What follows belongs to an exercise in optimizing a design on an open flow for small area, a short achievable clock period and few clock cycles per item; a production flow would make more cautious choices.
The RTL was checked by simulation tests, not by an equivalence proof against the original design.

Design rc_rx, start of the top module:
module rc_rx (
    input  wire        clk,
    input  wire        rst,
    input  wire        ev_valid,
    output wire        ev_ready,
    input  wire [15:0] ev_dt,
    input  wire        ev_edge,
    input  wire [7:0]  cfg_tol,      
    input  wire        cfg_in_en,    
    input  wire        clr_valid,    
    output reg         res_valid,
    output reg  [31:0] res_value,
    output reg  [7:0]  res_len,
    output reg  [31:0] res_unit,
    output reg  [2:0]  res_proto
);
For scale: roughly 4900 cells after synthesis, about 1500 flip-flops, ~110 I/O pins, about 0.069 mm² of cells after synthesis.
==> flow/config.mk <==
export PLATFORM = sky130hd
export DESIGN_NAME = rc_rx
export DESIGN_NICKNAME = rc_rx
export VERILOG_FILES = /design/flow/design.v
export SDC_FILE = /design/flow/constraint.sdc
export NUM_CORES = 4
export LEC_CHECK = 0
export CAP_MARGIN = 20
export CORE_MARGIN = 2
export CORE_UTILIZATION = 60
export CTS_CLUSTER_DIAMETER = 60
export CTS_CLUSTER_SIZE = 30
export SLEW_MARGIN = 20
==> flow/constraint.sdc <==
create_clock -name core_clock -period 20.0 [get_ports {clk}]
set_input_delay 4.0000 -clock core_clock [delete_from_list [all_inputs] [get_ports {clk}]]
set_output_delay 4.0000 -clock core_clock [all_outputs]
set_load 0.01 [all_outputs]
standard.sh (not shown) runs the stock make flow with config.mk's settings and CLKGATE_MAP_FILE= SYNTH_SCRIPT=/design/flow/synth_recipe.tcl, a recipe that flattens the netlist after the stock synthesis.
==> flow/flow/run.sh <==
#!/bin/bash
# The standard layout, with one change: the buffers that ORFS puts on
# every input and output port are buf_4 cells instead of the slow delay
# buffer buffer_ports picks by default. Everything else is standard.sh.
set -euo pipefail
export BUFFER_PORTS_ARGS="-buffer_cell sky130_fd_sc_hd__buf_4"
bash standard.sh > standard.log 2>&1
Testbench counts at the start, summed over its fixed seeds: cycles 22,746, events 22,061.
Rerun with:
--- a/flow/design.v
+++ b/flow/design.v
@@ -59,20 +59,35 @@
     input  wire        clr_valid,    
     output reg         res_valid,
     output reg  [31:0] res_value,
     output reg  [7:0]  res_len,
     output reg  [31:0] res_unit,
     output reg  [2:0]  res_proto
 );
     localparam [1:0] DV_IDLE = 2'd0, DV_RUN = 2'd1, DV_TAIL = 2'd2, DV_DONE = 2'd3;
     localparam [1:0] SC_WAIT = 2'd0, SC_BND = 2'd1, SC_SCAN = 2'd2, SC_FAIL = 2'd3;
     integer i;
+    function ge13;
+        input [12:0] a;
+        input [12:0] b;
+        integer j;
+        reg gt, eq;
+        begin
+            gt = 1'b0;
+            eq = 1'b1;
+            for (j = 12; j >= 0; j = j - 1) begin
+                gt = gt | (eq & a[j] & ~b[j]);
+                eq = eq & (a[j] | ~b[j]) & (~a[j] | b[j]);
+            end
+            ge13 = gt | eq;
+        end
+    endfunction
     reg         rdy;                
     reg         rdy_n;              
     reg         a_v, a_e;           
     reg         a_f;                
     reg         a_s;                
     reg  [1:0]  a_ph;               
     reg  [15:0] a_dt;
     reg  [7:0]  a_tol;
     reg         a_big;              
     reg         last_e;             
@@ -124,21 +139,21 @@
     reg  [13:0] zh_hi, zl_hi, oh_hi, ol_hi;
     wire [31:0] d_eff   = a_f ? eacc : {16'd0, a_dt};
     wire        edge_v  = a_v & a_e;
     wire [17:0] sf      = {2'b00, a_dt} - {1'b0, g[16:0]};
     wire        m_fast  = ~|g[31:17] & ((sf <= 18'd200) | (sf >= 18'h3FF38));
     wire [8:0]  ssum    = {1'b0, eacc[7:0]} + {1'b0, a_dt[7:0]} + {8'd0, ser_c};
     wire [7:0]  sgb     = g[{a_ph, 3'b000} +: 8];
     wire [8:0]  sdif    = {1'b0, ssum[7:0]} - {1'b0, sgb} - {8'd0, ser_b};
     wire        f_gap   = f_nz | f_gt;
     wire        f_match = ser_b ? (f_o & f_ge) : (f_z & f_le);
-    wire        sc_avail = need <= cnt;
+    wire        sc_avail = ge13({6'd0, cnt}, {6'd0, need});
     wire        sc_done  = (sc_st == SC_FAIL) | ((sc_st == SC_SCAN) & ~fv & ~sc_avail);
     wire        t_ok     = (a_tol == t_cur) & ~rs;
     wire        s_ser    = a_v & a_s;
     wire        ser_last = s_ser & (a_ph == 2'd3);
     wire        act_ok   = ~a_s;
     wire        e_gap    = a_f ? f_gap : a_big;
     wire        e_match  = a_f ? f_match : m_fast;
     wire        dec_big  = edge_v & act_ok & e_gap & e_match & rep & (cnt > 7'd7);
     wire        stall    = (s_ser & ~(~a_e & ser_last)) | (dec_big & ~(t_ok & sc_done));
     wire        consume  = a_v & ~stall;
@@ -285,29 +300,31 @@
     wire        bnd_last = (sp == 3'd3) ? (bk == 3'd4) : (bk == 3'd2);
     wire [3:0]  kk_n = (bk == 3'd1) ? ((sp == 3'd3) ? p_zl[3:0] : p_oh[3:0]) : p_ol[3:0];
     wire        inv  = (sp == 3'd6);
     wire [12:0] rd_o = tbo[ia];
     wire [12:0] rd_e = tbe[ib];
     function in_rng;
         input [12:0] x;
         input [14:0] lo;
         input [13:0] hi;
         begin
-            in_rng = (lo[14] | (~lo[13] & (x >= lo[12:0]))) & (hi[13] | (x <= hi[12:0]));
+            in_rng = (lo[14] | (~lo[13] & ge13(x, lo[12:0]))) & (hi[13] | ge13(hi[12:0], x));
         end
     endfunction
     wire x_zero  = in_rng(x_r, zh_lo, zh_hi);
     wire x_one   = in_rng(x_r, oh_lo, oh_hi);
     wire is_zero = x_zero & in_rng(y_r, zl_lo, zl_hi);
     wire is_one  = x_one & in_rng(y_r, ol_lo, ol_hi);
     wire x_fail  = (sp == 3'd3) & (bk >= 3'd3) & fv & ~(x_zero | x_one);
-    wire sc_fetch = ~rs & (((sc_st == SC_BND) & ~fv) | (sc_st == SC_SCAN)) & sc_avail;
+    wire sc_byp   = wr_slot & (cnt == need - 7'd1);
+    wire sc_load  = ~rs & (((sc_st == SC_BND) & ~fv) | (sc_st == SC_SCAN));
+    wire sc_fetch = sc_load & (sc_avail | sc_byp);
     wire sc_check = ~rs & (sc_st == SC_SCAN) & fv;
     wire sc_take  = ~rs & take;
     wire sc_bnd   = ~rs & (sc_st == SC_BND);
     always @(posedge clk) begin
         rst_q <= rst;
         if (rst) begin
             rdy       <= 1'b0;
             rdy_n     <= 1'b1;
             a_v       <= 1'b0;
         end else begin
@@ -534,21 +551,23 @@
                 end
                 3'd2: begin
                     oh_lo <= n_lo;  oh_hi <= n_hi;
                     if (sp != 3'd3) begin zl_lo <= n_lo; zl_hi <= n_hi; end
                 end
                 3'd3: begin zl_lo <= n_lo; zl_hi <= n_hi; end
                 3'd4: begin ol_lo <= n_lo; ol_hi <= n_hi; end
                 default: ;
             endcase
         end
-        if (sc_fetch) begin
+        if (sc_load) begin
             x_r  <= inv ? rd_e : rd_o;
-            y_r  <= inv ? rd_o : rd_e;
+            y_r  <= sc_byp ? d_eff[12:0] : inv ? rd_o : rd_e;
+        end
+        if (sc_fetch) begin
             ia   <= ia + 6'd1;
             ib   <= ib + 6'd1;
             need <= need + 7'd2;
         end
         if (sc_check)
             scode <= {scode[30:0], ~is_zero};
     end
 endmodule
Count of clock-buffer cells in the layout rose by 4.
Worst hold slack stays flat.
Synthesized area went down by 0.44%.
Setup slack gets worse by 47 ps.
Non-clock buffer count came out lower by 33.
Testbench counts after the change, summed over its fixed seeds: cycles 22,687, events 22,061.

-- what the ideal ports hide --
The results above use ideal ports. As a check the final layouts listed here were re-extracted and re-timed, cells and wires unchanged. Step 1 sets driving cells, clkbuf_16 on the clock port and buf_2 on the other inputs (assumed; they add their load-dependent delay and slew). Step 2 times the ports against the registers' clock, not the clock port: input delays grow and output delays shrink by t, the midpoint of the rising clock arrivals with the driver on. a / b / c = no drivers / after step 1 / after step 2; a / b = the first two.
run | shift t [ns] | slack for setup (ns) | worst slew at a driven data input, ns
the first run | 0.798 | 14.527 / 14.449 / 13.937 | 0.03
the second run | 0.811 | 14.480 / 14.480 / 14.149 | 0.12
After both steps every run listed still meets setup and hold. For the first run, which loses most, drivers alone change the setup slack by -0.078 ns; drivers and shift together by -0.590 ns.
